This is an optimization exercise on Yosys and OpenROAD, whose aim is small area, not a production implementation. Function was checked by simulation only, so behaviour that the tests miss may differ from the original. Power figures rest on the tool's default switching activity, not on a simulated workload.

**flow/constraint.sdc**
```tcl
create_clock -name core_clock -period 10.0 [get_ports {clk}]
set_input_delay 2.0000 -clock core_clock [delete_from_list [all_inputs] [get_ports {clk}]]
set_output_delay 2.0000 -clock core_clock [all_outputs]
set_load 0.01 [all_outputs]
```
**flow/flow/run.sh**
```bash
#!/bin/bash
set -euo pipefail
export BUFFER_PORTS_ARGS="-buffer_cell sky130_fd_sc_hd__buf_1"
export CTS_ARGS="-sink_clustering_enable -repair_clock_nets -sink_clustering_size 30 -sink_clustering_max_diameter 100 -dont_use_dummy_load"
bash standard.sh > standard.log 2>&1
```
**flow/standard.sh**
```bash
#!/bin/bash
# synth_recipe.tcl (not shown) runs the flow's synth.tcl, then flattens the netlist and writes it again
# the make line also repeats each setting of config.mk as NAME=value (left out here)
make -C /OpenROAD-flow-scripts/flow DESIGN_CONFIG=/design/flow/config.mk WORK_HOME=/design/flow/orfs CLKGATE_MAP_FILE= SYNTH_SCRIPT=/design/flow/synth_recipe.tcl "${@:-finish}"
```
**flow/config.mk**
```make
export PLATFORM = sky130hd
export DESIGN_NAME = mos_core
export DESIGN_NICKNAME = mos_core
export VERILOG_FILES = /design/flow/design.v
export SDC_FILE = /design/flow/constraint.sdc
export NUM_CORES = 4
export LEC_CHECK = 0
export CAP_MARGIN = 20
export CORE_MARGIN = 2
export CORE_UTILIZATION = 50
export CTS_CLUSTER_DIAMETER = 100
export CTS_CLUSTER_SIZE = 30
export SLEW_MARGIN = 20
```
**flow/design.v**
```verilog
module mos_core (
  input  wire        clk,
  input  wire        rst,         
  input  wire        cmd_valid,
  input  wire [1:0]  cmd_port,    
  input  wire [31:0] cmd_word,
  input  wire        tmr_clk_i,   
  output reg         res_valid,
  output wire [31:0] res_word,
  output wire        rb_ne_o,
  output wire        rb_nf_o,
  output wire        svc_pend_o,
  output wire        task_due_o
);
  localparam [3:0] RC_OK = 4'h0, RC_FULL = 4'h1, RC_EMPTY = 4'h2, RC_TABLE_FULL = 4'h3,
                   RC_INVALID_HANDLE = 4'h4, RC_INVALID_PORT = 4'h5,
                   RC_INVALID_SERVICE = 4'h6, RC_ALREADY_REGISTERED = 4'h7,
                   RC_INVALID_LEN = 4'h8, RC_INVALID_INDEX = 4'h9, RC_NONE = 4'hA,
                   RC_SEQ_ERROR = 4'hB, RC_ILLEGAL = 4'hC;
  localparam [2:0] ST_HEADER = 3'd0, ST_LENGTH = 3'd1, ST_PORT = 3'd2, ST_DATA = 3'd3,
                   ST_CHECKSUM = 3'd4, ST_BAD = 3'd5, ST_PQUERY = 3'd6, ST_SQUERY = 3'd7;
  localparam [3:0] FS_OK = 4'd0, FS_BUSY = 4'd1, FS_HEADER_ERR = 4'd2, FS_SIZE_ERR = 4'd3,
                   FS_PARAM_ERR = 4'd4, FS_PORT_ERR = 4'd5, FS_SERVICE_ERR = 4'd6,
                   FS_CHECKSUM_ERR = 4'd7, FS_UNKNOWN = 4'hF;
  function [7:0] crc8_step(input [7:0] c, input [7:0] b);
    integer n;
    reg [7:0] x;
    begin
      x = c ^ b;
      for (n = 0; n < 8; n = n + 1)
        x = x[7] ? ((x << 1) ^ 8'h9B) : (x << 1);
      crc8_step = x;
    end
  endfunction
  reg [3:0]  rb_head, rb_tail;
  reg [7:0][7:0] rb_mem;
  reg [3:0]  svc_reg, svc_pend, svc_wr;
  reg [3:0][2:0] svc_plen;
  reg [3:0][7:0] svc_resp;
  reg [3:0][6:0][7:0] svc_param;
  reg [2:0]  svc_ssp;
  reg [2:0]  fv_st;
  reg [1:0]  fv_qport, fv_pidx;
  reg [2:0]  fv_lm1, fv_cnt;        
  reg [7:0]  fv_crc;
  reg [3:0]  fv_fs;
  reg [6:0][7:0] fv_fbuf;
  reg [3:0]  sch_occ;
  reg [3:0][11:0] sch_delay;
  reg [3:0][11:0] sch_period;
  reg [3:0][7:0] sch_run;
  reg [2:0]  sch_sp;
  reg        sch_inflight;
  reg [1:0]  sch_ifslot;
  reg        tmr_en;
  reg [15:0] tmr_reload, tmr_count;
  reg [3:0]  res_rc;
  reg [15:0] res_data;
  assign res_word = {4'h0, res_rc, 8'h00, res_data};
  wire [3:0] rb_count = rb_head - rb_tail;
  wire       rb_empty = (rb_head == rb_tail);
  wire       rb_full  = (rb_head[2:0] == rb_tail[2:0]) && (rb_head[3] != rb_tail[3]);
  wire [3:0] sch_due;
  wire [3:0][2:0] plen_g;           
  genvar gi;
  generate
    for (gi = 0; gi < 4; gi = gi + 1) begin : g_flags
      assign sch_due[gi] = sch_occ[gi] && (sch_run[gi] != 8'd0);
      assign plen_g[gi]  = svc_reg[gi] ? svc_plen[gi] : 3'd0;
    end
  endgenerate
  assign rb_ne_o    = !rb_empty;
  assign rb_nf_o    = !rb_full;
  assign svc_pend_o = |svc_pend;
  assign task_due_o = |sch_due;
  wire [3:0]  unit = cmd_word[31:28];
  wire [3:0]  op   = cmd_word[27:24];
  wire [7:0]  a    = cmd_word[23:16];
  wire [15:0] d    = cmd_word[15:0];
  wire [7:0]  b    = cmd_word[7:0];
  wire a_z   = (a == 8'h00);
  wire dh_z  = (d[15:8] == 8'h00);
  wire dl_z  = (d[7:0] == 8'h00);
  wire d_z   = dh_z && dl_z;
  wire p_host = (cmd_port == 2'd0);
  wire p_tp   = (cmd_port == 2'd1);
  wire p_prod = (cmd_port == 2'd2);
  wire p_cons = (cmd_port == 2'd3);
  wire a_is_port = (a[7:2] == 6'b000100);
  wire [1:0] ai  = a[1:0];
  wire b_is_port = (b[7:2] == 6'b000100);
  wire [1:0] bi  = b[1:0];
  wire a_hnd     = (a[7:2] == 6'd0);       
  wire u0 = cmd_valid && unit == 4'h0;
  wire u1 = cmd_valid && unit == 4'h1;
  wire u2 = cmd_valid && unit == 4'h2;
  wire u3 = cmd_valid && unit == 4'h3;
  wire u4 = cmd_valid && unit == 4'h4;
  wire rb_push = u0 && a_z && op == 4'h0 && p_prod;
  wire rb_pop  = u0 && a_z && op == 4'h1 && d_z && p_cons;
  wire rb_len  = u0 && a_z && op == 4'h2 && d_z && cmd_port[1];
  wire fv_ok   = u1 && a_z && dh_z && p_tp;
  wire fv_rx   = fv_ok && op == 4'h0;
  wire fv_tx   = fv_ok && op == 4'h1 && dl_z;
  wire fv_xfer = fv_ok && op == 4'h2 && dl_z;
  wire sv_ok   = u2 && p_host && !op[3];
  wire sv_dlo  = sv_ok && dh_z;                          
  wire sv_dz   = sv_ok && d_z;                           
  wire sv_reg  = sv_dlo && op[2:0] == 3'd0;
  wire sv_del  = sv_dz  && op[2:0] == 3'd1;
  wire sv_isr  = sv_dz  && op[2:0] == 3'd2;
  wire sv_plen = sv_dz  && op[2:0] == 3'd3;
  wire sv_next = sv_dz  && op[2:0] == 3'd4 && a_z;
  wire sv_rdp  = sv_dlo && op[2:0] == 3'd5;
  wire sv_done = sv_dlo && op[2:0] == 3'd6;
  wire sv_resp = sv_dz  && op[2:0] == 3'd7;
  wire sv_port = sv_reg | sv_del | sv_isr | sv_plen | sv_rdp | sv_done | sv_resp;
  wire sc_ok   = u3 && p_host;
  wire sc_add  = sc_ok && op == 4'h0;
  wire sc_del  = sc_ok && op == 4'h1 && d_z;
  wire sc_next = sc_ok && op == 4'h2 && d_z && a_z;
  wire sc_done = sc_ok && op == 4'h3 && d_z;
  wire sc_rd   = sc_ok && op == 4'h4 && d[15:2] == 14'h0;
  wire cs_ok   = u4 && p_host;
  wire cs_rd   = cs_ok && op == 4'h0 && d_z;
  wire cs_wr   = cs_ok && op == 4'h1;
  wire cs_w30  = cs_wr && a == 8'h30;
  wire cs_w31  = cs_wr && a == 8'h31;
  wire rb_push_do = rb_push && !rb_full;
  wire rb_pop_do  = rb_pop && !rb_empty;
  wire [2:0] sv_plen_a = plen_g[ai];
  wire [1:0] resp_idx  = unit[0] ? fv_qport : ai;
  wire [7:0] resp_sel  = svc_resp[resp_idx];
  wire sv_reg_do  = sv_reg && a_is_port && !svc_reg[ai] && d[7:3] == 5'd0;
  wire sv_del_do  = sv_del && a_is_port;
  wire sv_done_do = sv_done && a_is_port && svc_pend[ai];
  reg        sv_found;
  reg [1:0]  sv_sel;
  integer j;
  always @* begin
    sv_found = 1'b0;
    sv_sel   = 2'd0;
    for (j = 3; j >= 0; j = j - 1)
      if (j >= svc_ssp && svc_pend[j]) begin
        sv_found = 1'b1;
        sv_sel   = j[1:0];
      end
  end
  wire [7:0] crc_in  = crc8_step(fv_crc, b);
  wire       st_hdr  = (fv_st == ST_HEADER) || fv_st[2:1] == 2'b11;
  wire       b_regp  = b_is_port && svc_reg[bi];
  wire       pidx_ok = svc_reg[fv_pidx] && (svc_plen[fv_pidx] == fv_lm1);
  wire       commit  = fv_rx && fv_st == ST_CHECKSUM && b == fv_crc && pidx_ok &&
                       !svc_pend[fv_pidx];
  reg [2:0] fv_st_n;
  reg [3:0] fv_fs_n;
  reg       fv_fs_we;
  always @* begin
    fv_st_n  = fv_st;
    fv_fs_n  = FS_OK;
    fv_fs_we = 1'b0;
    if (fv_rx) begin
      if (st_hdr) begin
        if (b == 8'hA5)      fv_st_n = ST_LENGTH;
        else if (b == 8'hA6) fv_st_n = ST_SQUERY;
        else if (b_regp)     fv_st_n = ST_PQUERY;
        else begin fv_st_n = ST_BAD; fv_fs_n = FS_HEADER_ERR; fv_fs_we = 1'b1; end
      end else case (fv_st)
        ST_LENGTH: begin
          if (b == 8'd0 || b > 8'd8) begin fv_st_n = ST_BAD; fv_fs_n = FS_SIZE_ERR; fv_fs_we = 1'b1; end
          else fv_st_n = ST_PORT;
        end
        ST_PORT: begin
          fv_fs_we = 1'b1;
          fv_st_n  = ST_BAD;
          if (!b_is_port)                         fv_fs_n = FS_PORT_ERR;
          else if (!svc_reg[bi])                  fv_fs_n = FS_SERVICE_ERR;
          else if (svc_plen[bi] != fv_lm1)        fv_fs_n = FS_PARAM_ERR;
          else begin
            fv_fs_we = 1'b0;
            fv_st_n  = (fv_lm1 == 3'd0) ? ST_CHECKSUM : ST_DATA;
          end
        end
        ST_DATA: begin
          if (fv_cnt + 3'd1 == fv_lm1) fv_st_n = ST_CHECKSUM;
        end
        ST_CHECKSUM: begin
          fv_fs_we = 1'b1;
          fv_st_n  = ST_BAD;
          if (b != fv_crc)                              fv_fs_n = FS_CHECKSUM_ERR;
          else if (!svc_reg[fv_pidx])                   fv_fs_n = FS_SERVICE_ERR;
          else if (svc_plen[fv_pidx] != fv_lm1)         fv_fs_n = FS_PARAM_ERR;
          else if (svc_pend[fv_pidx]) begin             fv_fs_n = FS_BUSY; fv_st_n = ST_HEADER; end
          else begin                                    fv_fs_n = FS_OK;   fv_st_n = ST_HEADER; end
        end
        default: ;
      endcase
    end else if (fv_xfer) begin
      if (fv_st == ST_BAD) fv_st_n = ST_HEADER;
      else if (!st_hdr) begin fv_st_n = ST_HEADER; fv_fs_n = FS_SIZE_ERR; fv_fs_we = 1'b1; end
    end
  end
  reg        sc_free;
  reg [1:0]  sc_fsel;
  reg        sc_found;
  reg [1:0]  sc_sel;
  always @* begin
    sc_free = 1'b0;
    sc_fsel = 2'd0;
    sc_found = 1'b0;
    sc_sel   = 2'd0;
    for (j = 3; j >= 0; j = j - 1) begin
      if (!sch_occ[j]) begin
        sc_free = 1'b1;
        sc_fsel = j[1:0];
      end
      if (j >= sch_sp && sch_due[j]) begin
        sc_found = 1'b1;
        sc_sel   = j[1:0];
      end
    end
  end
  wire sc_add_do  = sc_add && !sch_inflight && sc_free;
  wire sc_del_do  = sc_del && !sch_inflight && a_hnd;
  wire sc_next_do = sc_next && !sch_inflight && sc_found;
  wire sc_next_no = sc_next && !sch_inflight && !sc_found;
  wire sc_done_do = sc_done && a_hnd && sch_inflight && sch_ifslot == a[1:0];
  wire        en_c     = cs_w30 ? d[0] : tmr_en;
  wire [15:0] reload_c = cs_w31 ? d : tmr_reload;
  wire        en_load  = cs_w30 && !tmr_en && d[0];
  wire [15:0] count_c  = en_load ? tmr_reload : tmr_count;
  wire        tmr_ev   = tmr_clk_i && en_c;
  wire        tick     = tmr_ev && (count_c == 16'd0);
  wire [11:0] add_p  = cmd_word[11:0];
  wire [11:0] add_d  = cmd_word[23:12];
  wire        add_dz = (add_d == 12'd0);
  wire [11:0] add_pmx = (add_p == 12'd0) ? 12'd1 : add_p;     
  wire [11:0] add_x   = add_dz ? add_pmx : add_d;
  wire [11:0] add_w   = dec12(add_x);                       
  wire        add_w0  = (add_x == 12'd1);
  wire        add_inc = tick && add_w0;
  wire [11:0] add_s   = !tick ? add_x : add_w0 ? add_pmx : add_w;
  wire [7:0]  add_run = {6'd0, add_dz & add_inc, add_dz ^ add_inc};
  function [11:0] dec12(input [11:0] x);
    integer n;
    reg z;
    begin
      z = 1'b1;                      
      for (n = 0; n < 12; n = n + 1) begin
        dec12[n] = x[n] ^ z;
        z = z & !x[n];
      end
    end
  endfunction
  function [15:0] dec16(input [15:0] x);
    integer n;
    reg z;
    begin
      z = 1'b1;
      for (n = 0; n < 16; n = n + 1) begin
        dec16[n] = x[n] ^ z;
        z = z & !x[n];
      end
    end
  endfunction
  function [7:0] updn8(input [7:0] x, input dn);
    integer n;
    reg t;
    begin
      t = 1'b1;
      for (n = 0; n < 8; n = n + 1) begin
        updn8[n] = x[n] ^ t;
        t = t & (x[n] ^ dn);
      end
    end
  endfunction
  wire [3:0]       slot_add, slot_dnz, slot_inc, slot_dec;
  wire [3:0][11:0] slot_s;
  generate
    for (gi = 0; gi < 4; gi = gi + 1) begin : g_slot
      assign slot_add[gi] = sc_add_do && sc_fsel == gi;
      assign slot_dnz[gi] = (sch_delay[gi] != 12'd0);
      assign slot_inc[gi] = tick && sch_occ[gi] && !slot_dnz[gi];
      assign slot_dec[gi] = sc_next_do && sc_sel == gi;
      assign slot_s[gi]   = slot_add[gi] ? add_s : slot_dnz[gi] ? sch_delay[gi] : sch_period[gi];
    end
  endgenerate
  wire sv_rdp_bad = !svc_reg[ai] || d[7:3] != 5'd0 || d[2:0] >= svc_plen[ai];
  reg [3:0] rc;
  always @* begin
    rc = RC_ILLEGAL;
    if (rb_push)                   rc = rb_full ? RC_FULL : RC_OK;
    else if (rb_pop)               rc = rb_empty ? RC_EMPTY : RC_OK;
    else if (rb_len || fv_ok && (fv_rx || fv_tx || fv_xfer)) rc = RC_OK;
    else if (sv_next)              rc = sv_found ? RC_OK : RC_NONE;
    else if (sv_port) begin
      if (!a_is_port)                               rc = RC_INVALID_PORT;
      else if (sv_reg && svc_reg[ai])               rc = RC_ALREADY_REGISTERED;
      else if (sv_reg && d[7:3] != 5'd0)            rc = RC_INVALID_LEN;
      else if (sv_rdp && !svc_reg[ai])              rc = RC_INVALID_SERVICE;
      else if (sv_rdp && sv_rdp_bad)                rc = RC_INVALID_INDEX;
      else if (sv_done && !svc_pend[ai])            rc = RC_SEQ_ERROR;
      else                                          rc = RC_OK;
    end
    else if (sc_add)  rc = sch_inflight ? RC_SEQ_ERROR : !sc_free ? RC_TABLE_FULL : RC_OK;
    else if (sc_del)  rc = sch_inflight ? RC_SEQ_ERROR : !a_hnd ? RC_INVALID_HANDLE : RC_OK;
    else if (sc_next) rc = sch_inflight ? RC_SEQ_ERROR : !sc_found ? RC_NONE : RC_OK;
    else if (sc_done) rc = !a_hnd ? RC_INVALID_HANDLE :
                           (!sch_inflight || sch_ifslot != a[1:0]) ? RC_SEQ_ERROR : RC_OK;
    else if (sc_rd)   rc = a_hnd ? RC_OK : RC_INVALID_HANDLE;
    else if (cs_rd && cs_rd_ok) rc = RC_OK;
    else if (cs_w30 || cs_w31)  rc = RC_OK;
  end
  reg        cs_rd_ok;
  reg [15:0] cs_data;
  always @* begin
    cs_rd_ok = 1'b1;
    cs_data  = 16'h0000;
    case (a)
      8'h00: cs_data = 16'h0461;
      8'h01: cs_data = 16'h0410;
      8'h02: cs_data = 16'hA508;
      8'h03: cs_data = 16'h00A6;
      8'h10: cs_data = 16'h0003;
      8'h20: cs_data = {14'h0, rb_full, rb_empty};
      8'h30: cs_data = {15'h0, tmr_en};
      8'h31: cs_data = tmr_reload;
      8'h32: cs_data = tmr_count;
      8'h40: cs_data = {3'b000, fv_qport, fv_st, {4{fv_fs[3]}}, fv_fs};
      8'h41: cs_data = {12'h0, svc_reg};
      8'h42: cs_data = {12'h0, svc_pend};
      8'h43: cs_data = {13'h0, svc_ssp};
      8'h50: cs_data = {12'h0, sch_occ};
      8'h51: cs_data = {12'h0, sch_due};
      8'h52: cs_data = {6'h0, sch_inflight, 2'b00, sch_ifslot, 2'b00, sch_sp};
      default: cs_rd_ok = 1'b0;
    endcase
  end
  reg [7:0] tx_data;
  always @* begin
    case (fv_st)
      ST_PQUERY: tx_data = resp_sel;
      ST_SQUERY: tx_data = {{4{fv_fs[3]}}, fv_fs};
      default:   tx_data = 8'hFF;
    endcase
  end
  reg [15:0] sc_data;
  always @* begin
    sc_data = 16'h0000;
    if (sch_occ[a[1:0]])
      case (d[1:0])
        2'd0: sc_data = {4'h0, sch_delay[a[1:0]]};
        2'd1: sc_data = {4'h0, sch_period[a[1:0]]};
        2'd2: sc_data = {8'h00, sch_run[a[1:0]]};
        default: sc_data = 16'h0001;
      endcase
  end
  wire sv_okp = sv_port && a_is_port;
  wire [6:0][7:0] par_pb = svc_param[ai];
  wire [15:0] data =
      ({16{rb_pop && !rb_empty}}           & {8'h00, rb_mem[rb_tail[2:0]]})
    | ({16{rb_len}}                        & {12'h000, rb_count})
    | ({16{fv_tx}}                         & {8'h00, tx_data})
    | ({16{sv_next && sv_found}}           & {12'h001, 2'b00, sv_sel})
    | ({16{sv_okp && sv_isr}}              & {15'h0, svc_reg[ai]})
    | ({16{sv_okp && sv_plen}}             & {13'h0, sv_plen_a})
    | ({16{sv_okp && sv_resp}}             & {8'h00, resp_sel})
    | ({16{sv_okp && sv_rdp && !sv_rdp_bad && svc_wr[ai]}} & {8'h00, par_pb[d[2:0]]})
    | ({16{sc_add && !sch_inflight}}       & {14'h0, sc_fsel})
    | ({16{sc_next && !sch_inflight}}      & {14'h0, sc_sel})
    | ({16{sc_rd && a_hnd}}                & sc_data)
    | ({16{cs_rd}}                         & cs_data);
  integer k;
  always @(posedge clk) begin
    res_valid <= cmd_valid && !rst;
    res_rc    <= rc;
    res_data  <= data;
  end
  always @(posedge clk) begin
    if (rst) begin
      rb_head <= 4'd0;
      rb_tail <= 4'd0;
    end else begin
      if (rb_push_do) rb_head <= rb_head + 4'd1;
      if (rb_pop_do)  rb_tail <= rb_tail + 4'd1;
    end
    for (k = 0; k < 8; k = k + 1)
      if (rb_push && !rb_full && rb_head[2:0] == k) rb_mem[k] <= b;
  end
  always @(posedge clk) begin
    if (rst) begin
      svc_reg  <= 4'd0;
      svc_pend <= 4'd0;
      svc_ssp  <= 3'd0;
    end else begin
      if (sv_next) svc_ssp <= sv_found ? {1'b0, sv_sel} + 3'd1 : 3'd0;
      for (k = 0; k < 4; k = k + 1) begin
        if (sv_reg_do && ai == k) begin
          svc_reg[k]  <= 1'b1;
          svc_pend[k] <= 1'b0;
        end
        if (sv_del_do && ai == k) begin
          svc_reg[k]  <= 1'b0;
          svc_pend[k] <= 1'b0;
        end
        if (sv_done_do && ai == k) begin
          svc_pend[k] <= 1'b0;
        end
        if (commit && fv_pidx == k)
          svc_pend[k] <= 1'b1;
      end
    end
    for (k = 0; k < 4; k = k + 1) begin
      if (sv_reg_do && ai == k) begin
        svc_plen[k] <= d[2:0];
        svc_wr[k]   <= 1'b0;
      end
      if (rst || (sv_reg_do || sv_done_do) && ai == k)
        svc_resp[k] <= (rst || sv_reg) ? 8'hFF : b;
      if (commit && fv_pidx == k) begin
        svc_wr[k] <= 1'b1;
        for (j = 0; j < 7; j = j + 1)
          svc_param[k][j] <= fv_fbuf[j];
      end
    end
  end
  always @(posedge clk) begin
    if (rst) begin
      fv_st    <= ST_HEADER;
      fv_qport <= 2'd0;
      fv_fs    <= FS_UNKNOWN;
    end else begin
      fv_st <= fv_st_n;
      if (fv_fs_we) fv_fs <= fv_fs_n;
      if (fv_rx && st_hdr && b != 8'hA5 && b != 8'hA6 && b_regp)
        fv_qport <= bi;
    end
    if (fv_rx) begin
      if (st_hdr)                  fv_crc <= 8'h4E;           
      else if (fv_st != ST_CHECKSUM) fv_crc <= crc_in;
      if (fv_st == ST_LENGTH) fv_lm1 <= b[2:0] - 3'd1;
      if (fv_st == ST_PORT) begin
        fv_pidx <= bi;
        fv_cnt  <= 3'd0;
      end
      if (fv_st == ST_DATA) begin
        fv_cnt <= fv_cnt + 3'd1;
        for (k = 0; k < 7; k = k + 1)
          if (fv_cnt == k) fv_fbuf[k] <= b;
      end
    end
  end
  always @(posedge clk) begin
    if (rst) begin
      sch_occ      <= 4'd0;
      sch_sp       <= 3'd0;
      sch_inflight <= 1'b0;
      sch_ifslot   <= 2'd0;
    end else begin
      if (sc_next_no) sch_sp <= 3'd0;
      if (sc_next_do) begin
        sch_sp       <= {1'b0, sc_sel} + 3'd1;
        sch_inflight <= 1'b1;
        sch_ifslot   <= sc_sel;
      end
      if (sc_done_do) sch_inflight <= 1'b0;
      for (k = 0; k < 4; k = k + 1) begin
        if (sc_add_do && sc_fsel == k) sch_occ[k] <= 1'b1;
        if (sc_del_do && a[1:0] == k)  sch_occ[k] <= 1'b0;
        if (sc_done_do && a[1:0] == k && sch_period[k] == 12'd0) sch_occ[k] <= 1'b0;
      end
    end
    for (k = 0; k < 4; k = k + 1) begin
      if (sc_add_do && sc_fsel == k)
        sch_period[k] <= add_p;
      if (slot_add[k] || (tick && sch_occ[k] && (slot_dnz[k] || sch_period[k] != 12'd0)))
        sch_delay[k] <= dec12(slot_s[k]);
      if (slot_add[k])
        sch_run[k] <= add_run;
      else if (slot_inc[k] ? (!slot_dec[k] && sch_run[k] != 8'd255) : slot_dec[k])
        sch_run[k] <= updn8(sch_run[k], slot_dec[k]);
    end
  end
  always @(posedge clk) begin
    if (rst) begin
      tmr_en     <= 1'b0;
      tmr_reload <= 16'd0;
      tmr_count  <= 16'd0;
    end else begin
      tmr_en     <= en_c;
      if (cs_w31) tmr_reload <= d;
      if (tmr_ev) tmr_count <= tick ? reload_c : dec16(count_c);
      else if (en_load) tmr_count <= tmr_reload;
    end
  end
endmodule
```
==> metrics.md, run 1 <==
| Metric | Value |
|---|---|
| Synth warnings | `1` |
| Worst hold path type | `reg2reg` |
| Slowest cell delay on critical path | `0.76 ns` |
| Final Max Tran Viols | `0` |
| Max Freq | `120.0 MHz` |
| Commonest cells post-synth | `508 x edfxtp_1, 215 x nand2_1, 144 x a21oi_1` |
| Gp weighted congestion | `slightly above 1` |
| Max Cap Violations | `0` |
| Startpoint class of the critical path | `input port` |
| Syn Inst Count | `2,403` |
| CP max-delay cell | `nor4_4` |
| Clock Sinks | `around 630` |
| Peak VDD IR | `about 0.15 mV` |
| Routed vias/inst | `around 6.7` |
| Final worst path period need | `8.331 ns` |
| Worst Tran Pin Value | `around 1.2 ns` |
| Initial Utilization | `slightly above 50%` |
| Relative slew margins | `a little under a fifth` |
| FILL cells | `5,190` |
| Bufs and invs on worst path | `2` |
| Arrival time worst endpoint | `about 8.7 ns` |
| First DRT Iteration DRCs | `about 2,500` |
| Vias in the first global route | `about 20,000` |
| Layout cells sized above 1 | `11.79%` |
| Sequential Area | `~18,000 µm²` |
| Pleak | `10.94 nW` |
| Number of I/O pins | `75` |
| Mapped cell area | `between 30,000 and 40,000 µm²` |
| Final setup viols | `0` |
| Drt first pass iters | `6` |
| Setup TNS | `0 ns` |
| Worst-path clk slew | `approximately 0.12 ns` |
| Initial antenna violation count | `1` |
| Netlist cell types | `92` |
| Total Nets Final | `about 2,600` |
| FF+latch count, synth | `about 630` |
| First-pass GRT wire length | `138,200 µm` |
| PortBufs | `62` |
| Ys async rst share | `0%` |
| Worst-Skew Late Latency | `roughly 0.63 ns` |
| Synth top area share | `between 40% and 50%` |
| FP Rows | `a little over 90` |
| Status | `complete, no violations` |
| Core region area | `around 60,000 µm²` |
| Largest net degree at the start of global routing | `47` |
| Delay-heaviest family, CP | `simple AND/OR/NAND/NOR gates` |
| Die Height | `252.6 µm` |
| Vias | `roughly 21,000` |
| Max reg flops | `about 220` |
| Die width | `between 200 and 300 µm` |
| GR Overflow Total | `0` |
| DIE AREA | `around 64,000 µm²` |
| Total power | `between 4 and 5 mW` |
| Area occupied by multi-input gates | `~12,000 µm²` |
| Largest area contributor in the netlist | `edfxtp_1` |
| CTS max path bufs | `3` |
| Number of hold buffers added after CTS | `0` |
| # DRC | `0` |
| EDFF count, synth | `a little over 500` |
| Largest reg by FF count | `svc_param` |
| Req. time, crit path | `between 10 and 15 ns` |
| Tcrit/Tclk final | `83.31%` |
| Post-CTS resize count | `0` |
| Postcts setup bufs | `0` |
| Total track usage | `29.47%` |
| Syn_area_per_cell | `roughly 13 µm²` |
| CP most frequent cell | `ha_1` |
| Antenna fix cells | `0` |
| Area delta synth->final | `6.130%` |
| Sequential-to-total area share from yosys stat | `between 50% and 60%` |
| Routed length per placed instance | `just under 30 µm` |
| Synth area leaders | `edfxtp_1 49%, mux4_2 10%, dfxtp_1 7.8%` |
| CTS Buf Count | `29` |
| Root Driver | `clkbuf_16` |
| Top flop regs | `svc_param: 224 flops, rb_mem: 64 flops, fv_fbuf: 56 flops` |
| Post-route ant nets | `0` |
| Setup Skew | `between 0.06 and 0.07 ns` |
| CP max FO | `18` |
| Final Hold Viols | `0` |
| Cell Pwr Density | `approximately 130 nW/µm²` |
| Crit path capture type | `flip-flop` |
| RSZ-0062 raised after global routing | `false` |
| Htree depth | `1` |
| DP Wirelength | `66,490 µm` |
| WL final | `94,530 µm` |
| Main synth FF type | `edfxtp_1` |
| CTS tree | `done` |
| Critical path type | `in2reg` |
| Most numerous cell in the Yosys netlist | `edfxtp_1` |
[cells by family (layout without fill, tap and decap cells)]
kind of cell	count (synthesis)	count (layout)	synth area share (%)
flops	628	628	57.14
mux	223	223	12.83
fa+ha+maj	97	97	3.944
simple gates	692	692	11.39
compound gates	457	457	9.576
other cells	1	12	0.01214
xor+xnor	66	66	1.871
buf+inv	239	251	3.243
[final timing paths]
check | end | slack [ns] | start | cells after the start
worst min-delay path | svc_wr[0] | 0.47 | svc_wr[0] | 2
worst max register to register | sch_delay[11] | 3.78 | tmr_en | 22
worst max-delay path | sch_delay[11] | 1.67 | cmd_port[0] | 25
worst min register to register | svc_wr[0] | 0.47 | svc_wr[0] | 2
[cell type report]
cell class | count | share of cell area [%]
clock buffer | 29 | 2.213
multi-input combinational | 1547 | 37.64
sequential | 628 | 53.84
tap | 790 | 3.014
inverter | 98 | 1.122
timing repair buffer | 124 | 2.178
[through the flow]
| stage | instances | hold WS [ns] | utilization [%] | setup slack [ns] | instance area (µm²) |
|---|---|---|---|---|---|
| finish | 3216 | 0.4700 | 53.44 | 1.669 | 32800 |
| global route | 3216 | 0.4793 | 53.44 | 1.271 | 32800 |
| CTS | 3215 | 0.4636 | 53.42 | 1.778 | 32790 |
| detailed placement | 3186 | 0.4553 | 52.24 | 1.103 | 32060 |
| global placement | 3186 | 0.4447 | 52.23 | 1.428 | 32060 |
| floorplan | 2414 | 0.4315 | - | 2.094 | 30940 |
[worst register-to-register path: stages, from the launching register on]
cell and delay, ns:
dfxtp_1 0.41, nor4_4 0.75, mux2i_1 0.37, ha_1 0.26
nor3b_1 0.26, nand4_1 0.21, o41ai_4 0.25, buf_4 0.31
and2_1 0.19, nor2_1 0.05, a21oi_1 0.53, o21ai_0 0.23
ha_1 0.25, ha_1 0.20, ha_1 0.21, ha_1 0.21
ha_1 0.20, ha_1 0.20, ha_1 0.20, ha_1 0.20
ha_1 0.20, ha_1 0.20, xnor2_1 0.13
[cell usage in the layout (no fill, tap or decap), types with 14 or more instances in the layout]
cell type  instances
mux2i_1           80
a211oi_1          26
dfxtp_1          120
mux4_2           138
buf_1             53
and2_1            14
a21o_1            21
buf_4             62
o22ai_1           18
xor2_1            26
nor2_1           141
ha_1              95
nor4_1            38
o21ai_0           88
a31oi_1           22
nand4_1           26
a21oi_1          144
nor3_1            42
a22oi_1           18
and3_1            26
or4_1             16
inv_1             92
or3_1             23
xnor2_1           40
nand2b_1          21
clkbuf_16         29
nand3_1           49
nand2_1          215
edfxtp_1         508
[where the power goes]
group          internal (mW)  switching (mW)
logic                 0.0861           0.171
registers               2.81         0.00260
clock network          0.517           0.789
total                   3.41           0.963
[metal layers]
| layer | wire (µm) | GRT usage, % | vias to the layer above | share of wire [%] |
|---|---|---|---|---|
| li1 | - | - | 9273 | - |
| met1 | 38020 | 39.94 | 10870 | 40 |
| met2 | 45360 | 48.47 | 1028 | 48 |
| met3 | 6693 | 3.738 | 238 | 7.1 |
| met4 | 4454 | 11.82 | 0 | 4.7 |
| met5 | 0 | 0 | - | 0 |
==> inputs of run 2 (changes only) <==
==> flow/flow/run.sh (replaced) <==
#!/bin/bash
# The standard layout (standard.sh) with three changes that keep the standard synthesis's
# registers as they are:
# - after the standard synthesis, the combinational cells of its netlist are mapped again by
#   ABC for area (flow/remap.py, flow/area.abc); every flip-flop and tie cell is kept as a
#   black box, so their instances, names and cell types do not change;
# - port buffers use sky130_fd_sc_hd__buf_1;
# - clock tree synthesis inserts no dummy loads.
set -euo pipefail
export BUFFER_PORTS_ARGS="-buffer_cell sky130_fd_sc_hd__buf_1"
export CTS_ARGS="-sink_clustering_enable -repair_clock_nets -sink_clustering_size 30 -sink_clustering_max_diameter 100 -dont_use_dummy_load"
YOSYS=${FLOW_HOME}/../tools/install/yosys/bin/yosys
LIB=${FLOW_HOME}/platforms/${FLOW_PLATFORM}/lib/sky130_fd_sc_hd__tt_025C_1v80.lib
RES=orfs/results/${FLOW_PLATFORM}/mos_core/base

bash standard.sh synth > standard_synth.log 2>&1
cp ${RES}/1_2_yosys.v std_1_2_yosys.v
python3 flow/remap.py ${LIB} std_1_2_yosys.v remap_1_2_yosys.v remap.ys remap_stubs.v flow/area.abc ${FLOW_TOP} > remap_py.log 2>&1
${YOSYS} -s remap.ys > remap_yosys.log 2>&1
cp remap_1_2_yosys.v ${RES}/1_2_yosys.v
bash standard.sh > standard_finish.log 2>&1
==> flow/flow/area.abc (new file) <==
strash
dch -f
amap
topo
stime -p
==> flow/flow/remap.py (new file) <==
#!/usr/bin/env python3
"""Write the Yosys script that re-maps the combinational logic of the standard synthesis.

usage: remap.py LIB NETLIST_IN NETLIST_OUT SCRIPT_OUT STUBS_OUT ABC_SCRIPT

Every sequential cell (and the tie cell) of the netlist is kept as it is: it is read as a
black box, so its instance, name and cell type pass through unchanged. Every other cell is
read as its Liberty function, flattened, and mapped again by ABC with ABC_SCRIPT, without the
platform's don't-use cells.
"""
import re, sys

lib, nin, nout, script, stubs, abc_script = sys.argv[1:7]

# cell -> (is_sequential, [(pin, direction)])
cells = {}
cur = None
pin = None
depth = 0
seq = False
for line in open(lib):
    m = re.match(r'\s*cell\s*\(\s*"?([\w]+)"?\s*\)', line)
    if m:
        cur = m.group(1)
        cells[cur] = [False, []]
        continue
    if cur is None:
        continue
    if re.match(r'\s*(ff|latch|statetable)\s*\(', line):
        cells[cur][0] = True
    m = re.match(r'\s*pin\s*\(\s*"?([\w]+)"?\s*\)', line)
    if m:
        pin = m.group(1)
        continue
    m = re.match(r'\s*direction\s*:\s*"?(\w+)"?', line)
    if m and pin is not None:
        cells[cur][1].append((pin, m.group(1)))
        pin = None

used = sorted(set(re.findall(r'^\s*(sky130_fd_sc_hd__\w+)\s', open(nin).read(), re.M)))
keep = [c for c in used if cells.get(c, [False])[0] or c.startswith('sky130_fd_sc_hd__conb')]
with open(stubs, 'w') as f:
    for c in keep:
        ports = ', '.join(('input ' if d == 'input' else 'output ') + p for p, d in cells[c][1])
        f.write('(* blackbox *) module %s(%s); endmodule\n' % (c, ports))

dont_use = ['sky130_fd_sc_hd__probe_p_8', 'sky130_fd_sc_hd__probec_p_8']
dont_use += [c for c in cells if 'lpflow' in c]
du = ' '.join('-dont_use ' + c for c in dont_use)

with open(script, 'w') as f:
    f.write('read_liberty -wb -ignore_miss_func %s\n' % lib)
    f.write('read_verilog %s\n' % stubs)
    f.write('read_verilog %s\n' % nin)
    f.write('hierarchy -top %s\n' % sys.argv[7])
    f.write('flatten -wb\n')
    f.write('delete t:$scopeinfo\n')
    f.write('opt -full\n')
    f.write('abc -liberty %s %s -script %s\n' % (lib, du, abc_script))
    f.write('opt_clean -purge\n')
    f.write('setundef -zero\n')
    f.write('hilomap -singleton -hicell sky130_fd_sc_hd__conb_1 HI -locell sky130_fd_sc_hd__conb_1 LO\n')
    f.write('splitnets\n')
    f.write('opt_clean -purge\n')
    f.write('insbuf -buf sky130_fd_sc_hd__buf_4 A X\n')
    f.write('read_liberty -lib %s\n' % lib)
    f.write('stat -liberty %s\n' % lib)
    f.write('check\n')
    f.write('write_verilog -noattr -nohex -nodec %s\n' % nout)
==> run 2 against run 1 <==
Effect of this change: utilization rose by 1.5 points; power fell by 1.2%; register-to-register slack got worse by 0.10 ns; count of clock-buffer cells in the layout fell by 2; die area fell by 7.8%; clock skew fell by 0.0054 ns; maximum frequency fell by 5.5%; still clean on timing, DRC and antenna.
==> metrics.md, run 2 <==
| Metric | Value |
|---|---|
| Syn_area_per_cell | `10.84 µm² (was 12.86 µm²)` |
| Delay-heaviest family, CP | `simple AND/OR/NAND/NOR gates (unchanged)` |
| # DRC | `0 (unchanged)` |
| Vias | `23,470 (was 21,410)` |
| CP most frequent cell | `clkinv_1 (was ha_1)` |
| Startpoint class of the critical path | `input port (unchanged)` |
| Number of hold buffers added after CTS | `0 (unchanged)` |
| WL final | `98,360 µm (was 94,530 µm)` |
| Area delta synth->final | `8.672% (was 6.130%)` |
| DIE AREA | `58,830 µm² (was 63,810 µm²)` |
| Seq pwr share | `65.0% (was 64.3%)` |
| Vias in the first global route | `21,780 (was 20,560)` |
| Sw Ratio | `22.39% (was 22.02%)` |
| Post-CTS resize count | `0 (unchanged)` |
| Initial Utilization | `50.56% (was 50.35%)` |
| Final worst path period need | `8.818 ns (was 8.331 ns)` |
| Clock power share | `28.9% (was 29.9%)` |
| Worst Tran Pin Value | `1.192 ns (was 1.216 ns)` |
| Max Freq | `113.4 MHz (was 120.0 MHz)` |
| FILL cells | `4,992 (was 5,190)` |
| Number of I/O pins | `75 (unchanged)` |
| Largest reg by FF count | `svc_param (unchanged)` |
| Drt first pass iters | `6 (unchanged)` |
| Slowest cell delay on critical path | `0.93 ns (was 0.76 ns)` |
| Total power | `4.323 mW (was 4.373 mW)` |
| Sw power | `0.9678 mW (was 0.9629 mW)` |
| Worst-path clk slew | `0.11 ns (was 0.12 ns)` |
| Mapped cell area | `28,450 µm² (was 30,900 µm²)` |
| Fin area | `30,920 µm² (was 32,800 µm²)` |
| Routed vias/inst | `6.625 (was 6.657)` |
| Comb pwr share | `6.1% (was 5.9%)` |
| Final setup viols | `0 (unchanged)` |
| First-pass GRT wire length | `144,100 µm (was 138,200 µm)` |
| Die width | `242.5 µm (was 252.6 µm)` |
| Crit path capture type | `flip-flop (unchanged)` |
| Gp weighted congestion | `1.017 (was 1.025)` |
| PortBufs | `62 (unchanged)` |
| Largest net degree at the start of global routing | `68 (was 47)` |
| RSZ-0062 raised after global routing | `false (unchanged)` |
| # placed instances | `3,512 (was 3,186)` |
| Internal cell power | `3.355 mW (was 3.411 mW)` |
| Req. time, crit path | `10.35 ns (was 10.39 ns)` |
| Root Driver | `clkbuf_16 (unchanged)` |
| Routed length per placed instance | `27.76 µm (was 29.39 µm)` |
| Placed cell areas | `30,210 µm² (was 32,060 µm²)` |
| Relative slew margins | `19.72% (was 18.18%)` |
| Sequential Area | `17,660 µm² (unchanged)` |
| Layout cells sized above 1 | `4.237% (was 11.79%)` |
| Most frequent cells in the layout | `508 x edfxtp_1, 307 x clkinv_1, 295 x nor2_1 (was 508 x edfxtp_1, 215 x nand2_1, 144 x a21oi_1)` |
| Critical path type | `in2reg (unchanged)` |
| CTS max path bufs | `3 (unchanged)` |
| Final Max Tran Viols | `0 (unchanged)` |
| Tcrit/Tclk final | `88.18% (was 83.31%)` |
| GR Overflow Total | `0 (unchanged)` |
| FP Rows | `87 (was 91)` |
| Setup TNS | `0 ns (unchanged)` |
| Setup Skew | `0.06301 ns (was 0.06840 ns)` |
| Bufs and invs on worst path | `15 (was 2)` |
| First DRT Iteration DRCs | `3,254 (was 2,517)` |
| Max Cap Violations | `0 (unchanged)` |
| Peak VDD IR | `0.1636 mV (was 0.1525 mV)` |
| Status | `complete, no violations (unchanged)` |
| Htree depth | `1 (unchanged)` |
| Max reg flops | `224 (unchanged)` |
| Die Height | `242.5 µm (was 252.6 µm)` |
| Worst hold path type | `reg2reg (unchanged)` |
| Pleak | `9.474 nW (was 10.94 nW)` |
| CP max FO | `15 (was 18)` |
| Syn Inst Count | `2,624 (was 2,403)` |
| CP max-delay cell | `a21oi_1 (was nor4_4)` |
| Final Hold Viols | `0 (unchanged)` |
| Area occupied by multi-input gates | `9688 µm² (was 12,340 µm²)` |
| CTS tree | `done (unchanged)` |
| Clock Sinks | `628 (unchanged)` |
| Total Nets Final | `2,825 (was 2,562)` |
| DP Wirelength | `68,030 µm (was 66,490 µm)` |
| Arrival time worst endpoint | `9.17 ns (was 8.72 ns)` |
| Worst-Skew Late Latency | `0.63 ns (about the same)` |
| Top flop regs | `svc_param: 224 flops, rb_mem: 64 flops, fv_fbuf: 56 flops (unchanged)` |
| Postcts setup bufs | `0 (unchanged)` |
| Total track usage | `32.72% (was 29.47%)` |
| Post-route ant nets | `0 (unchanged)` |
| Core region area | `56,280 µm² (was 61,370 µm²)` |
| Cell Pwr Density | `139.8 nW/µm² (was 133.4 nW/µm²)` |
| Leading cell type in the layout, fill and taps excluded | `edfxtp_1 (unchanged)` |
| Initial antenna violation count | `4 (was 1)` |
| Non-Filler Instances | `3,543 (was 3,216)` |
| Synth warnings | `1 (unchanged)` |
| CTS Buf Count | `27 (was 29)` |
==> run 2: cell type report <==
type | count | share of cell area (%)
Clock buffer | 27 | 2.185
Multi-Input combinational cell | 1688 | 31.33
Tap cell | 756 | 3.059
Inverter | 307 | 3.727
Sequential cell | 628 | 57.11
Timing Repair Buffer | 135 | 2.574
Antenna cell | 2 | 0.01619
==> run 2: worst paths after layout <==
check        depth (start not counted)       from  slack, ns       endpoint
max reg2reg                         28     tmr_en       3.68  sch_delay[34]
max                                 37  cmd_valid       1.18  sch_delay[34]
min reg2reg                          2  svc_wr[2]       0.49      svc_wr[2]
min                                  2  svc_wr[2]       0.49      svc_wr[2]
==> run 2: power by group through the flow <==
stage               Combinational (mW)  Sequential, mW  Clock [mW]
floorplan                        0.120            2.87           0
global placement                 0.253            2.87           0
detailed placement               0.254            2.87           0
CTS                              0.255            2.81        1.27
global route                     0.275            2.81        1.35
finish                           0.263            2.81        1.25
==> run 2: routing by layer <==
layer	up-vias	part of all wire, %	GRT usage [%]	wire length (µm)
li1	10500	-	-	-
met1	11400	42	47.99	41140
met2	1369	45	50.43	43810
met3	196	9.9	4.464	9721
met4	2	3.7	10.68	3678
met5	-	0.011	0	11
==> run 2: per-stage QoR <==
stage,util [%],setup slack (ns),hold WS (ns)
2_1_floorplan,-,0.9218,0.4379
3_3_place_gp,53.66,1.126,0.4533
3_5_place_dp,53.69,0.7814,0.4761
4_1_cts,54.89,1.396,0.4885
5_1_grt,54.93,0.3103,0.5091
6_report,54.94,1.182,0.4895
==> run 2: worst reg2reg max path: cells and delay by family, from the launching register on <==
| kind | cells | cell delay (ns) |
|---|---|---|
| simple gates | 13 | 1.86 |
| buf+inv | 11 | 1.80 |
| compound gates | 4 | 1.94 |
| flops | 1 | 0.47 |
==> inputs of run 3 (changes only) <==
--- a/flow/design.v
+++ b/flow/design.v
@@ -241,6 +241,39 @@
   wire        add_inc = tick && add_w0;
   wire [11:0] add_s   = !tick ? add_x : add_w0 ? add_pmx : add_w;
   wire [7:0]  add_run = {6'd0, add_dz & add_inc, add_dz ^ add_inc};
+  function [11:0] dec12e(input [11:0] x, input en);      
+    integer n;
+    reg z;
+    begin
+      z = en;
+      for (n = 0; n < 12; n = n + 1) begin
+        dec12e[n] = x[n] ^ z;
+        z = z & !x[n];
+      end
+    end
+  endfunction
+  function [15:0] dec16e(input [15:0] x, input en);      
+    integer n;
+    reg z;
+    begin
+      z = en;
+      for (n = 0; n < 16; n = n + 1) begin
+        dec16e[n] = x[n] ^ z;
+        z = z & !x[n];
+      end
+    end
+  endfunction
+  function [3:0] inc4e(input [3:0] x, input en);         
+    integer n;
+    reg z;
+    begin
+      z = en;
+      for (n = 0; n < 4; n = n + 1) begin
+        inc4e[n] = x[n] ^ z;
+        z = z & x[n];
+      end
+    end
+  endfunction
   function [11:0] dec12(input [11:0] x);
     integer n;
     reg z;
@@ -263,11 +296,11 @@
       end
     end
   endfunction
-  function [7:0] updn8(input [7:0] x, input dn);
+  function [7:0] updn8(input [7:0] x, input dn, input en);
     integer n;
     reg t;
     begin
-      t = 1'b1;
+      t = en;
       for (n = 0; n < 8; n = n + 1) begin
         updn8[n] = x[n] ^ t;
         t = t & (x[n] ^ dn);
@@ -282,7 +315,8 @@
       assign slot_dnz[gi] = (sch_delay[gi] != 12'd0);
       assign slot_inc[gi] = tick && sch_occ[gi] && !slot_dnz[gi];
       assign slot_dec[gi] = sc_next_do && sc_sel == gi;
-      assign slot_s[gi]   = slot_add[gi] ? add_s : slot_dnz[gi] ? sch_delay[gi] : sch_period[gi];
+      assign slot_s[gi]   = slot_add[gi] ? add_s :
+                            (tick && sch_occ[gi] && !slot_dnz[gi]) ? sch_period[gi] : sch_delay[gi];
     end
   endgenerate
   wire sv_rdp_bad = !svc_reg[ai] || d[7:3] != 5'd0 || d[2:0] >= svc_plen[ai];
@@ -381,8 +415,8 @@
       rb_head <= 4'd0;
       rb_tail <= 4'd0;
     end else begin
-      if (rb_push_do) rb_head <= rb_head + 4'd1;
-      if (rb_pop_do)  rb_tail <= rb_tail + 4'd1;
+      rb_head <= inc4e(rb_head, rb_push_do);
+      rb_tail <= inc4e(rb_tail, rb_pop_do);
     end
     for (k = 0; k < 8; k = k + 1)
       if (rb_push && !rb_full && rb_head[2:0] == k) rb_mem[k] <= b;
@@ -473,12 +507,11 @@
     for (k = 0; k < 4; k = k + 1) begin
       if (sc_add_do && sc_fsel == k)
         sch_period[k] <= add_p;
-      if (slot_add[k] || (tick && sch_occ[k] && (slot_dnz[k] || sch_period[k] != 12'd0)))
-        sch_delay[k] <= dec12(slot_s[k]);
-      if (slot_add[k])
-        sch_run[k] <= add_run;
-      else if (slot_inc[k] ? (!slot_dec[k] && sch_run[k] != 8'd255) : slot_dec[k])
-        sch_run[k] <= updn8(sch_run[k], slot_dec[k]);
+      sch_delay[k] <= dec12e(slot_s[k], slot_add[k] ||
+                             (tick && sch_occ[k] && (slot_dnz[k] || sch_period[k] != 12'd0)));
+      sch_run[k]   <= slot_add[k] ? add_run :
+                      updn8(sch_run[k], slot_dec[k],
+                            slot_inc[k] ? (!slot_dec[k] && sch_run[k] != 8'd255) : slot_dec[k]);
     end
   end
   always @(posedge clk) begin
@@ -489,8 +522,7 @@
     end else begin
       tmr_en     <= en_c;
       if (cs_w31) tmr_reload <= d;
-      if (tmr_ev) tmr_count <= tick ? reload_c : dec16(count_c);
-      else if (en_load) tmr_count <= tmr_reload;
+      tmr_count <= tick ? reload_c : dec16e(count_c, tmr_ev);
     end
   end
 endmodule
==> run 3 against run 2 <==
Effect of this change: area after synthesis shrank 2.2%; final area shrank 2.1%; clock skew shrank 0.014 ns; routed wire length grew 1.6%; final cell count shrank 1.3%; register-to-register slack gained 0.63 ns; sequential cell count is the same; utilization is essentially flat; hold slack lost 0.014 ns; critical path type unchanged; largest power group unchanged.
==> metrics.md, run 3 <==
| Metric | Value |
|---|---|
| Postcts setup bufs | `0 (unchanged)` |
| Gp weighted congestion | `1.022 (was 1.017)` |
| Synth warnings | `1 (unchanged)` |
| Worst setup margin | `1.359 ns (was 1.182 ns)` |
| DIE AREA | `57,560 µm² (was 58,830 µm²)` |
| Sequential Area | `17,100 µm² (was 17,660 µm²)` |
| PortBufs | `62 (unchanged)` |
| Clock power share | `29.2% (was 28.9%)` |
| Final setup viols | `0 (unchanged)` |
| Peak VDD IR | `0.1482 mV (was 0.1636 mV)` |
| Htree depth | `1 (unchanged)` |
| Status | `complete, no violations (unchanged)` |
| Vias in the first global route | `21,580 (was 21,780)` |
| First DRT Iteration DRCs | `3,016 (was 3,254)` |
| Post-CTS resize count | `0 (unchanged)` |
| Seq pwr share | `64.5% (was 65.0%)` |
| Arrival time worst endpoint | `9.12 ns (was 9.17 ns)` |
| Syn_area_per_cell | `10.76 µm² (was 10.84 µm²)` |
| Worst hold path type | `reg2reg (unchanged)` |
| FP Rows | `86 (was 87)` |
| Final Max Tran Viols | `0 (unchanged)` |
| First-pass GRT wire length | `145,300 µm (was 144,100 µm)` |
| GR Overflow Total | `0 (unchanged)` |
| # DRC | `0 (unchanged)` |
| Crit path capture type | `flip-flop (unchanged)` |
| Initial Utilization | `50.51% (was 50.56%)` |
| Drt first pass iters | `8 (was 6)` |
| Worst Tran Pin Value | `1.129 ns (was 1.192 ns)` |
| Largest net degree at the start of global routing | `71 (was 68)` |
| Area occupied by multi-input gates | `9723 µm² (was 9688 µm²)` |
| CTS tree | `done (unchanged)` |
| Slowest cell delay on critical path | `0.90 ns (was 0.93 ns)` |
| Final worst path period need | `8.641 ns (was 8.818 ns)` |
| RSZ-0062 raised after global routing | `false (unchanged)` |
| Layout cells sized above 1 | `4.330% (was 4.237%)` |
| Comb pwr share | `6.2% (was 6.1%)` |
| Die width | `239.9 µm (was 242.5 µm)` |
| FILL cells | `4,906 (was 4,992)` |
| Total track usage | `34.47% (was 32.72%)` |
| Clock Sinks | `628 (unchanged)` |
| Hold Startpoint | `svc_wr[1] (was svc_wr[2])` |
| Relative slew margins | `24.43% (was 19.72%)` |
| Worst-path clk slew | `0.12 ns (was 0.11 ns)` |
| Startpoint class of the critical path | `input port (unchanged)` |
| DP Wirelength | `69,460 µm (was 68,030 µm)` |
| Pleak | `9.554 nW (was 9.474 nW)` |
| Hold endpoint | `svc_wr[1] (was svc_wr[2])` |
| Max reg flops | `224 (unchanged)` |
| Hold depth | `2 (unchanged)` |
| Total power | `4.314 mW (was 4.323 mW)` |
| Core region area | `55,090 µm² (was 56,280 µm²)` |
| Req. time, crit path | `10.48 ns (was 10.35 ns)` |
| Max Cap Violations | `0 (unchanged)` |
| Worst-Skew Late Latency | `0.63 ns (about the same)` |
| Tcrit/Tclk final | `86.41% (was 88.18%)` |
| Sw Ratio | `22.86% (was 22.39%)` |
| Area delta synth->final | `8.786% (was 8.672%)` |
| Initial antenna violation count | `1 (was 4)` |
| Cell Pwr Density | `142.5 nW/µm² (was 139.8 nW/µm²)` |
| Routed length per placed instance | `28.59 µm (was 27.76 µm)` |
| Mapped cell area | `27,830 µm² (was 28,450 µm²)` |
| Max Freq | `115.7 MHz (was 113.4 MHz)` |
| CP max FO | `20 (was 15)` |
| WL final | `99,970 µm (was 98,360 µm)` |
| Top flop regs | `svc_param: 224 flops, rb_mem: 64 flops, fv_fbuf: 56 flops (unchanged)` |
| # placed instances | `3,469 (was 3,512)` |
| Internal cell power | `3.328 mW (was 3.355 mW)` |
| CTS max path bufs | `3 (unchanged)` |
| Setup Skew | `0.04855 ns (was 0.06301 ns)` |
| Routed vias/inst | `6.657 (was 6.625)` |
| R2R depth | `25 (was 28)` |
| Leading cell type in the layout, fill and taps excluded | `edfxtp_1 (unchanged)` |
| DP Worst Slack | `1.180 ns (was 0.7814 ns)` |
| Syn Inst Count | `2,585 (was 2,624)` |
| Sw power | `0.9860 mW (was 0.9678 mW)` |
| Post-route ant nets | `0 (unchanged)` |
| Root Driver | `clkbuf_16 (unchanged)` |
| Final Hold Slack | `0.4758 ns (was 0.4895 ns)` |
| Largest reg by FF count | `svc_param (unchanged)` |
| Final Hold Viols | `0 (unchanged)` |
| Vias | `23,270 (was 23,470)` |
| Total Nets Final | `2,788 (was 2,825)` |
| RR Startpoint | `tmr_en (unchanged)` |
| CP max-delay cell | `nor3_1 (was a21oi_1)` |
| Number of I/O pins | `75 (unchanged)` |
| Die Height | `239.9 µm (was 242.5 µm)` |
| Antenna fix cells | `0 (was 2)` |
| CTS Buf Count | `27 (unchanged)` |
| Number of hold buffers added after CTS | `0 (unchanged)` |
| Critical path type | `in2reg (unchanged)` |
| Setup TNS | `0 ns (unchanged)` |
| Non-Filler Instances | `3,496 (was 3,543)` |
| Reg-to-reg slack, setup | `4.31 ns (was 3.68 ns)` |
| Worst R2R End | `sch_delay[21] (was sch_delay[34])` |
| CP most frequent cell | `clkinv_1 (unchanged)` |
| Most frequent cells in the layout | `452 x edfxtp_1, 307 x nor2_1, 277 x clkinv_1 (was 508 x edfxtp_1, 307 x clkinv_1, 295 x nor2_1)` |
==> run 3: power by group through the flow <==
stage / registers, mW / logic (mW) / clock network, mW
after floorplan: 2.84 / 0.126 / 0
after global placement: 2.84 / 0.260 / 0
after detailed placement: 2.84 / 0.260 / 0
after CTS: 2.78 / 0.260 / 1.27
after global routing: 2.79 / 0.281 / 1.35
final: 2.78 / 0.269 / 1.26
==> run 3: metal layers <==
layer  share of wire (%)  track usage, %
met1                  42           49.91
met4                 4.4           13.63
met3                  10           6.900
met5               0.011               0
met2                  43           51.04
==> run 3: how the worst max path moves through the flow <==
| stage | slack, ns | start | depth (start not counted) | end |
|---|---|---|---|---|
| detailed placement | 1.18 | cmd_word[24] | 33 | sch_delay[21] |
| global route | 0.71 | cmd_word[24] | 33 | sch_delay[21] |
| finish | 1.36 | cmd_word[24] | 33 | sch_delay[21] |
| floorplan | 0.23 | cmd_word[16] | 27 | sch_delay[21] |
| global placement | 1.55 | cmd_word[24] | 34 | sch_delay[22] |
| CTS | 1.75 | cmd_word[24] | 33 | sch_delay[21] |
==> run 3: worst max-delay path: cells and delay by family <==
family | cells | cell delay [ns]
buffers and inverters | 12 | 2.45
AOI/OAI and AO/OA | 4 | 0.85
and+or+nand+nor | 17 | 3.77
==> run 3: cell type report <==
class,instances,area share (%)
multi-input cells,1679,32.12
clock buffers,27,2.232
repair buffers,137,2.645
well taps,748,3.092
inverters,277,3.435
flip-flops and latches,628,56.48
==> run 3: through the flow <==
| step | cell area (µm²) | util, % |
|---|---|---|
| after floorplan | 27880 | - |
| after global placement | 29600 | 53.72 |
| after detailed placement | 29600 | 53.72 |
| after CTS | 30270 | 54.95 |
| after global routing | 30270 | 54.95 |
| final | 30270 | 54.95 |
==> inputs of run 4 (changes only) <==
--- a/flow/design.v
+++ b/flow/design.v
@@ -263,6 +263,17 @@
       end
     end
   endfunction
+  function [2:0] inc3e(input [2:0] x, input en);         
+    integer n;
+    reg z;
+    begin
+      z = en;
+      for (n = 0; n < 3; n = n + 1) begin
+        inc3e[n] = x[n] ^ z;
+        z = z & x[n];
+      end
+    end
+  endfunction
   function [3:0] inc4e(input [3:0] x, input en);         
     integer n;
     reg z;
@@ -470,20 +481,18 @@
         fv_qport <= bi;
     end
     if (fv_rx) begin
-      if (st_hdr)                  fv_crc <= 8'h4E;           
-      else if (fv_st != ST_CHECKSUM) fv_crc <= crc_in;
+      fv_crc <= st_hdr ? 8'h4E : crc_in;                      
       if (fv_st == ST_LENGTH) fv_lm1 <= b[2:0] - 3'd1;
-      if (fv_st == ST_PORT) begin
+      if (fv_st == ST_PORT)
         fv_pidx <= bi;
-        fv_cnt  <= 3'd0;
-      end
       if (fv_st == ST_DATA) begin
-        fv_cnt <= fv_cnt + 3'd1;
         for (k = 0; k < 7; k = k + 1)
           if (fv_cnt == k) fv_fbuf[k] <= b;
       end
     end
   end
+  always @(posedge clk)
+    fv_cnt <= (fv_rx && fv_st == ST_PORT) ? 3'd0 : inc3e(fv_cnt, fv_rx && fv_st == ST_DATA);
   always @(posedge clk) begin
     if (rst) begin
       sch_occ      <= 4'd0;
==> flow/flow/run.sh (replaced) <==
#!/bin/bash
# The standard layout (standard.sh) with three changes that keep the standard synthesis's
# registers as they are:
# - after the standard synthesis, the combinational cells of its netlist are mapped again by
#   ABC for area (flow/remap.py with each ABC script flow/abc_*.abc; the smallest result is
#   kept). Every flip-flop and tie cell is kept as a black box, so their instances, names and
#   cell types do not change;
# - port buffers use sky130_fd_sc_hd__buf_1;
# - clock tree synthesis inserts no dummy loads.
set -euo pipefail
export BUFFER_PORTS_ARGS="-buffer_cell sky130_fd_sc_hd__buf_1"
export CTS_ARGS="-sink_clustering_enable -repair_clock_nets -sink_clustering_size 25 -sink_clustering_max_diameter 100 -dont_use_dummy_load"
YOSYS=${FLOW_HOME}/../tools/install/yosys/bin/yosys
LIB=${FLOW_HOME}/platforms/${FLOW_PLATFORM}/lib/sky130_fd_sc_hd__tt_025C_1v80.lib
RES=orfs/results/${FLOW_PLATFORM}/mos_core/base

bash standard.sh synth > standard_synth.log 2>&1
cp ${RES}/1_2_yosys.v std_1_2_yosys.v

best=""
best_area=""
for s in flow/abc_*.abc; do
  n=$(basename ${s} .abc)
  python3 flow/remap.py ${LIB} std_1_2_yosys.v remap_${n}.v remap_${n}.ys remap_${n}_stubs.v ${s} ${FLOW_TOP} > remap_${n}_py.log 2>&1
  if ${YOSYS} -s remap_${n}.ys > remap_${n}_yosys.log 2>&1; then
    a=$(grep "Chip area for module" remap_${n}_yosys.log | tail -1 | awk '{print $NF}')
    echo "${n} ${a}" >> remap_areas.log
    if [[ -n "${a}" ]] && { [[ -z "${best_area}" ]] || python3 -c "import sys; sys.exit(0 if ${a} < ${best_area} else 1)"; }; then
      best=${n}
      best_area=${a}
    fi
  fi
done
echo "chosen ${best} ${best_area}" >> remap_areas.log
if [[ -n "${best}" ]]; then
  cp remap_${best}.v ${RES}/1_2_yosys.v
fi
bash standard.sh > standard_finish.log 2>&1
==> flow/flow/abc_1.abc (new file) <==
strash
dch -f
amap
topo
stime -p
==> flow/flow/abc_2.abc (new file) <==
strash
dch -f
amap
topo
stime -p
strash
dch -f
amap
topo
stime -p
==> flow/flow/abc_3.abc (new file) <==
strash
balance -l
resub -K 6 -l
rewrite -l
resub -K 6 -N 2 -l
refactor -l
resub -K 8 -l
balance -l
resub -K 8 -N 2 -l
rewrite -l
resub -K 10 -l
rewrite -z -l
resub -K 10 -N 2 -l
balance -l
resub -K 12 -l
refactor -z -l
resub -K 12 -N 2 -l
rewrite -z -l
balance -l
dch -f
amap
topo
stime -p
==> flow/flow/abc_4.abc (new file) <==
strash
dc2
dch -f
amap
topo
stime -p
--- a/flow/flow/remap.py
+++ b/flow/flow/remap.py
@@ -62,7 +62,7 @@
     f.write('hilomap -singleton -hicell sky130_fd_sc_hd__conb_1 HI -locell sky130_fd_sc_hd__conb_1 LO\n')
     f.write('splitnets\n')
     f.write('opt_clean -purge\n')
-    f.write('insbuf -buf sky130_fd_sc_hd__buf_4 A X\n')
+    f.write('insbuf -buf sky130_fd_sc_hd__buf_1 A X\n')
     f.write('read_liberty -lib %s\n' % lib)
     f.write('stat -liberty %s\n' % lib)
     f.write('check\n')
==> flow/config.mk (replaced) <==
export PLATFORM = sky130hd
export DESIGN_NAME = mos_core
export DESIGN_NICKNAME = mos_core
export VERILOG_FILES = /design/flow/design.v
export SDC_FILE = /design/flow/constraint.sdc
export NUM_CORES = 4
export LEC_CHECK = 0
export CAP_MARGIN = 0
export CORE_MARGIN = 2
export CORE_UTILIZATION = 50
export SLEW_MARGIN = 0
removed: flow/flow/area.abc
==> run 4 against run 3 <==
Effect of this change: sequential cell count did not move; sequential power is essentially flat; sequential share of layout area is 0.46 points higher; area after synthesis shrank 1.1%.
==> metrics.md, run 4 <==
| Metric | Value |
|---|---|
| Tcrit/Tclk final | `88.02% (was 86.41%)` |
| WL final | `95,500 µm (was 99,970 µm)` |
| Syn_area_per_cell | `10.74 µm² (was 10.76 µm²)` |
| Leading cell type in the layout, fill and taps excluded | `edfxtp_1 (unchanged)` |
| CTS Buf Count | `29 (was 27)` |
| Post-CTS resize count | `0 (unchanged)` |
| Reg-to-reg slack, setup | `4.29 ns (was 4.31 ns)` |
| Placed cell areas | `29,250 µm² (was 29,600 µm²)` |
| Critical path type | `in2reg (unchanged)` |
| R2R depth | `29 (was 25)` |
| Status | `complete, no violations (unchanged)` |
| Clock Sinks | `628 (unchanged)` |
| GR Overflow Total | `0 (unchanged)` |
| Antenna fix cells | `0 (unchanged)` |
| Number of hold buffers added after CTS | `0 (unchanged)` |
| Slowest cell delay on critical path | `0.63 ns (was 0.90 ns)` |
| Crit path capture type | `flip-flop (unchanged)` |
| Cell Pwr Density | `144.5 nW/µm² (was 142.5 nW/µm²)` |
| Number of I/O pins | `75 (unchanged)` |
| RSZ-0062 raised after global routing | `false (unchanged)` |
| Worst R2R End | `sch_delay[22] (was sch_delay[21])` |
| Top flop regs | `svc_param: 224 flops, rb_mem: 64 flops, fv_fbuf: 56 flops (unchanged)` |
| Worst Tran Pin Value | `1.239 ns (was 1.129 ns)` |
| First DRT Iteration DRCs | `2,892 (was 3,016)` |
| Internal cell power | `3.354 mW (was 3.328 mW)` |
| Post-route ant nets | `0 (unchanged)` |
| Clock power share | `30.1% (was 29.2%)` |
| Pleak | `9.370 nW (was 9.554 nW)` |
| Area delta synth->final | `8.876% (was 8.786%)` |
| CP most frequent cell | `clkinv_1 (unchanged)` |
| Sw power | `0.9766 mW (was 0.9860 mW)` |
| Htree depth | `1 (unchanged)` |
| Sw Ratio | `22.55% (was 22.86%)` |
| Peak VDD IR | `0.1493 mV (was 0.1482 mV)` |
| Synth warnings | `1 (unchanged)` |
| CP max FO | `16 (was 20)` |
| Hold Startpoint | `sch_run[15] (was svc_wr[1])` |
| Vias in the first global route | `21,110 (was 21,580)` |
| Vias | `22,720 (was 23,270)` |
| Fin area | `29,980 µm² (was 30,270 µm²)` |
| Hold endpoint | `sch_run[15] (was svc_wr[1])` |
| Final Max Tran Viols | `0 (unchanged)` |
| Layout cells sized above 1 | `4.335% (was 4.330%)` |
| Mapped cell area | `27,530 µm² (was 27,830 µm²)` |
| Final setup viols | `0 (unchanged)` |
| Routed vias/inst | `6.632 (was 6.657)` |
| Arrival time worst endpoint | `9.37 ns (was 9.12 ns)` |
| FILL cells | `4,798 (was 4,906)` |
| Initial Utilization | `50.27% (was 50.51%)` |
| DIE AREA | `56,960 µm² (was 57,560 µm²)` |
| # DRC | `0 (unchanged)` |
| Seq pwr share | `64.2% (was 64.5%)` |
| First-pass GRT wire length | `139,600 µm (was 145,300 µm)` |
| Core region area | `54,770 µm² (was 55,090 µm²)` |
| Hold depth | `1 (was 2)` |
| Max Cap Violations | `0 (unchanged)` |
| FP Rows | `86 (unchanged)` |
| Worst hold path type | `reg2reg (unchanged)` |
| CTS max path bufs | `3 (unchanged)` |
| Setup TNS | `0 ns (unchanged)` |
| Max reg flops | `224 (unchanged)` |
| Relative slew margins | `16.77% (was 24.43%)` |
| Root Driver | `clkbuf_16 (unchanged)` |
| Die Height | `238.7 µm (was 239.9 µm)` |
| Comb pwr share | `5.7% (was 6.2%)` |
| Gp weighted congestion | `1.037 (was 1.022)` |
| Setup Skew | `0.04924 ns (was 0.04855 ns)` |
| RR Startpoint | `tmr_en (unchanged)` |
| Syn Inst Count | `2,563 (was 2,585)` |
| Most frequent cells in the layout | `449 x edfxtp_1, 340 x nor2_1, 288 x clkinv_1 (was 452 x edfxtp_1, 307 x nor2_1, 277 x clkinv_1)` |
| DP Wirelength | `66,400 µm (was 69,460 µm)` |
| PortBufs | `62 (unchanged)` |
| Req. time, crit path | `10.57 ns (was 10.48 ns)` |
| Max Freq | `113.6 MHz (was 115.7 MHz)` |
| Postcts setup bufs | `0 (unchanged)` |
| Startpoint class of the critical path | `input port (unchanged)` |
| Final worst path period need | `8.802 ns (was 8.641 ns)` |
| Routed length per placed instance | `27.87 µm (was 28.59 µm)` |
| CP max-delay cell | `nor3_1 (unchanged)` |
| Drt first pass iters | `6 (was 8)` |
| Largest net degree at the start of global routing | `61 (was 71)` |
| CTS tree | `done (unchanged)` |
| Worst-Skew Late Latency | `0.64 ns (was 0.63 ns)` |
| Total Nets Final | `2,762 (was 2,788)` |
| Final Hold Viols | `0 (unchanged)` |
| Worst-path clk slew | `0.10 ns (was 0.12 ns)` |
| Total track usage | `33.02% (was 34.47%)` |
| Largest reg by FF count | `svc_param (unchanged)` |
| Die width | `238.7 µm (was 239.9 µm)` |
| Initial antenna violation count | `0 (was 1)` |
## run 4: area by class of cell
cell class	count	area [µm²]	area share, %
Clock buffer	29	725.7	2.421
Inverter	288	1081	3.606
Multi-Input combinational cell	1646	9463	31.57
Sequential cell	628	17070	56.94
Tap cell	704	880.8	2.939
Timing Repair Buffer	131	758.2	2.530
## run 4: worst max-delay path by stage
| stage | start | to | slack (ns) | cells after the start |
|---|---|---|---|---|
| floorplan | cmd_word[28] | sch_delay[9] | 0.34 | 32 |
| global placement | cmd_word[28] | sch_delay[9] | 1.05 | 35 |
| detailed placement | cmd_word[28] | sch_delay[21] | 0.70 | 35 |
| CTS | cmd_word[28] | sch_delay[22] | 1.37 | 35 |
| global route | cmd_word[28] | sch_delay[22] | 0.48 | 35 |
| finish | cmd_word[28] | sch_delay[22] | 1.20 | 35 |
## run 4: per-stage QoR
step	utilization, %	std cells	hold WS, ns	power (mW)	setup slack [ns]
global route	54.73	3426	0.4955	4.445	0.4759
finish	54.73	3426	0.4778	4.331	1.198
floorplan	-	2574	0.4379	2.953	0.3447
detailed placement	53.40	3397	0.4518	3.079	0.6959
CTS	54.73	3426	0.4726	4.346	1.367
global placement	53.40	3397	0.4494	3.078	1.052
## run 4: critical path, delay by kind of cell
family	cells	cell delay, ns
AOI/OAI and AO/OA	3	0.75
and+or+nand+nor	16	4.00
xor gates and xnor gates	1	0.14
buffers and inverters	15	2.45
## run 4: power by group through the flow
stage / sequential (mW) / clock [mW] / combinational, mW
2_1_floorplan: 2.84 / 0 / 0.113
3_3_place_gp: 2.84 / 0 / 0.237
3_5_place_dp: 2.84 / 0 / 0.238
4_1_cts: 2.78 / 1.33 / 0.239
5_1_grt: 2.78 / 1.40 / 0.257
6_report: 2.78 / 1.30 / 0.245
## run 4: layer usage
metal	global-route usage [%]	up-vias	part of all wire, %
li1	-	10210	-
met1	49.90	11080	44
met2	49.34	1273	44
met3	4.665	160	9.3
met4	10.11	0	3.2
met5	0	-	0

re-timing with driven ports:
The results above use ideal ports. As a check the final layouts listed here were re-extracted and re-timed, cells and wires unchanged. Step 1 assumes that a clkbuf_16 drives the clock port and a buf_2 every other input. Step 2 also shifts input and output timing later by t, the mid clock arrival at the registers, as if the neighbouring blocks saw the same clock. a / b / c = ideal ports / drivers / drivers and shift; a / b = the first two.
run | t (ns) | setup WS [ns] | clock arrival spread, ns | pins driven straight from the clock port
run 1 | 0.663 | 1.669 / 1.712 / 1.049 | 0.084 / 0.084 | 1
run 2 | 0.662 | 1.182 / 1.223 / 0.561 | 0.064 / 0.064 | 1
run 3 | 0.671 | 1.359 / 1.399 / 0.728 | 0.050 / 0.049 | 1
run 4 | 0.678 | 1.198 / 1.243 / 0.565 | 0.063 / 0.064 | 1
After both steps setup and hold are still met in every run listed. For run 4, which loses most, drivers alone change the setup slack by +0.045 ns; drivers and shift together by -0.633 ns.
